What follows belongs to an exercise in optimizing a design on an open flow for small area, a short achievable clock period and few clock cycles per item; a production flow would make more cautious choices.
In this exercise RTL edits were held to simulation tests only and were not proved equivalent to the original.
Power figures rest on the tool's default switching activity, not on a simulated workload.

## build 67
## obs_sio
module obs_sio (
    input  wire         clk,
    input  wire         rst,
    input  wire         cmd_valid,
    input  wire [71:0]  cmd,
    output wire         cmd_ready,
    output reg          rsp_valid,
    output wire [39:0]  rsp,
    output reg          bus_valid,
    output reg          bus_we,
    output reg  [31:0]  bus_addr,
    output wire [31:0]  bus_wdata,
    input  wire         bus_ready,
    input  wire [31:0]  bus_rdata,
    output reg  [161:0] pin_func,
    output reg  [107:0] pin_pull,
    output reg          uart_enable,
    output reg  [1:0]   uart_cntl,
    output reg  [1:0]   uart_lcr,
    output reg  [15:0]  uart_baud
);
==> flow/config.mk <==
export PLATFORM = sky130hd
export DESIGN_NAME = obs_sio
export DESIGN_NICKNAME = obs_sio
export VERILOG_FILES = /design/flow/design.v
export SDC_FILE = /design/flow/constraint.sdc
export NUM_CORES = 4
export LEC_CHECK = 0
export CAP_MARGIN = 20
export CORE_MARGIN = 2
export CORE_UTILIZATION = 50
export CTS_BUF_LIST = sky130_fd_sc_hd__clkbuf_4 sky130_fd_sc_hd__clkbuf_8
export SETUP_SLACK_MARGIN = 3.8
export SLEW_MARGIN = 20
==> flow/constraint.sdc <==
create_clock -name core_clock -period 7.0 [get_ports {clk}]
set_input_delay 1.4000 -clock core_clock [delete_from_list [all_inputs] [get_ports {clk}]]
set_output_delay 1.4000 -clock core_clock [all_outputs]
set_load 0.01 [all_outputs]
standard.sh (not shown) runs the stock make flow with config.mk's settings and CLKGATE_MAP_FILE= SYNTH_SCRIPT=/design/flow/synth_recipe.tcl, a recipe that flattens the netlist after the stock synthesis.
==> flow/flow/run.sh <==
#!/bin/bash
set -euo pipefail
export BUFFER_PORTS_ARGS="-buffer_cell sky130_fd_sc_hd__buf_2"
bash standard.sh > flow_make.log 2>&1
Build 67: done, clean on timing, DRC and antenna
Testbench counts of build 67, summed over its fixed seeds: cycles 37,465, commands 12,000.
Modified inputs, build 21 compared to build 67
- ABC_AREA newly set to 1
==> flow/flow/run.sh <==
#!/bin/bash
set -euo pipefail
export BUFFER_PORTS_ARGS="-buffer_cell sky130_fd_sc_hd__buf_1"
bash standard.sh > flow_make.log 2>&1
==> summary.txt <==
Parity-gate share of the synthesized area counting xor and xnor cells of build 67 is on par with build 21. Slew at the pin closest to its max-slew limit up 0.012 ns in build 21 wrt build 67. Build 21 ended with less final core utilization than build 67. Compared with build 67, build 21 has extra setup slack.
For build 17, these inputs were changed with respect to build 21:
- ABC_AREA no longer set, was 1
## What came out
Build 17 finished all stages; the layout is clean. Comparing build 17 with build 21, the cell-internal power came out essentially unchanged. Compared to build 21, the router laid down less metal wire for build 17. Of the two candidates, build 21 has the worse final design area excluding fillers and build 17 the better one. Least setup slack across all paths after layout delta (build 17 − build 21): unfavourable. Measured against each other, build 17 and build 21 differ in met2 routed wirelength, the lower figure coming from build 17. Going from build 21 to build 17, share of synthesized cell area in and, or, nand and nor gates shrinks by 12 points. Looking at via count, build 17 sits 9272 below build 21. On highest achievable clock rate, build 17 does worse than build 21. Build 21 has lower sequential share of layout area than build 17. Lower die span in y was reported by build 17, not build 21. The final reports for build 17 and build 21 show overall fraction of global-route tracks in use lower in the former.
diff inputs: build 17 => build 18
- clearing CTS_BUF_LIST, which used to be sky130_fd_sc_hd__clkbuf_4 sky130_fd_sc_hd__clkbuf_8
- swapping 3.8 for 4.0 in SETUP_SLACK_MARGIN
- swapping 50 for 35 in CORE_UTILIZATION
- putting TNS_END_PERCENT at 10 where nothing was set
- putting ABC_CLOCK_PERIOD_IN_PS at 2500 where nothing was set
==> flow/flow/run.sh <==
#!/bin/bash
set -euo pipefail
export BUFFER_PORTS_ARGS="-buffer_cell sky130_fd_sc_hd__buf_2"
bash standard.sh > flow_make.log 2>&1
## What came out
Number of flip-flops and latches essentially unchanged between build 18 and build 17.
In build 18, switching portion of total power is lower than in build 17.
The total wire length reported for build 18 is greater than that of build 17 by 11%.
The higher clock insertion delay at the later pin of the skew report came out of build 17.
### build 18 -> build 92
- CORE_UTILIZATION changed from 35 to 50
- ABC_AREA newly set to 1
- SETUP_SLACK_MARGIN changed from 4.0 to 3.8
- TNS_END_PERCENT removed (was 10)
- CTS_BUF_LIST newly set to sky130_fd_sc_hd__clkbuf_4 sky130_fd_sc_hd__clkbuf_8
- ABC_CLOCK_PERIOD_IN_PS removed (was 2500)
==> comparison <==
Build 92: no failed stages, no open violations at the end. Of the two values seen for main combinational cell family by area after synthesis, compound AO/OA/AOI/OAI gates was produced by build 18 and simple AND/OR/NAND/NOR gates by build 92. Between build 18 and build 92, the xor-xnor portion of the synthesized cell area figures differ only marginally. Fraction of cell area in non-clock buffers: build 18 and build 92 compared, higher one is build 18. Row diode insertion count for antenna repair: build 92 lower / build 18 higher.
#### Input delta (build 98 over build 92)
- CORE_UTILIZATION: 50 -> 55
- ABC_AREA: 1 -> unset
==> flow/flow/run.sh <==
#!/bin/bash
set -euo pipefail
export BUFFER_PORTS_ARGS="-buffer_cell sky130_fd_sc_hd__buf_1"
bash standard.sh > flow_make.log 2>&1
### Flow results
- In the metrics for build 92 and build 98, the one carrying the higher share of layout cells above drive strength 1 is build 98.
- Taking build 92 as the reference point, the clock-buffer cell count of build 98 rises by about 1.5%.
- Build 92 fits on a die that is larger than the die of build 98.
- Diff build 92 -> build 98 | worst setup slack | decrease of 0.12 ns
- Looking at main combinational cell family by area after synthesis, the simple AND/OR/NAND/NOR gates result is from build 92; the compound AO/OA/AOI/OAI gates one comes from build 98.
- Changes observed in build 98 relative to build 92: power dissipated in the clock network now sits at about the same level; global-route usage saw an increase; final RePlAce weighted congestion saw an increase; area after synthesis decreased about 6%.
- Comparing build 92 with build 98, the power came out essentially unchanged.
- Run comparison: build 98 most common cell after layout, fill and taps aside edfxtp_1; build 92 most common cell after layout, fill and taps aside nand2_1
- Unique cell type count in the Yosys netlist up 86% in build 98 wrt build 92
- Timing, DRC, antenna: 0 failures across build 92 and build 98
- Delta(synthesized cell count, build 98 - build 92) < 0

what the ideal ports hide:
The results above use ideal ports. As a check the final layouts listed here were re-extracted and re-timed, cells and wires unchanged. Step 1: set_driving_cell puts a clkbuf_16 on clk and a buf_2 on each other input, an assumption about the parent block. Step 2 times the ports against the registers' clock, not the clock port: input delays grow and output delays shrink by t, the midpoint of the rising clock arrivals with the driver on. Slacks: ideal / step 1 / step 2; pairs: ideal / step 1.
run	shift t [ns]	slack for setup (ns)	hold WS [ns]	cell pins on the clock port's net
build 67	0.976	3.569 / 3.596 / 2.620	0.515 / 0.515 / 0.515	1
build 21	0.991	3.678 / 3.670 / 2.679	0.534 / 0.534 / 0.534	1
build 17	0.948	3.605 / 3.649 / 2.701	0.533 / 0.533 / 0.533	1
build 18	0.844	3.470 / 3.504 / 2.660	0.531 / 0.531 / 0.531	1
build 92	1.000	3.702 / 3.726 / 2.763	0.547 / 0.547 / 0.547	1
build 98	0.978	3.580 / 3.612 / 2.634	0.536 / 0.536 / 0.536	1
After both steps every run listed still meets setup and hold. For build 21, which loses most, drivers alone change the setup slack by -0.008 ns; drivers and shift together by -0.999 ns.
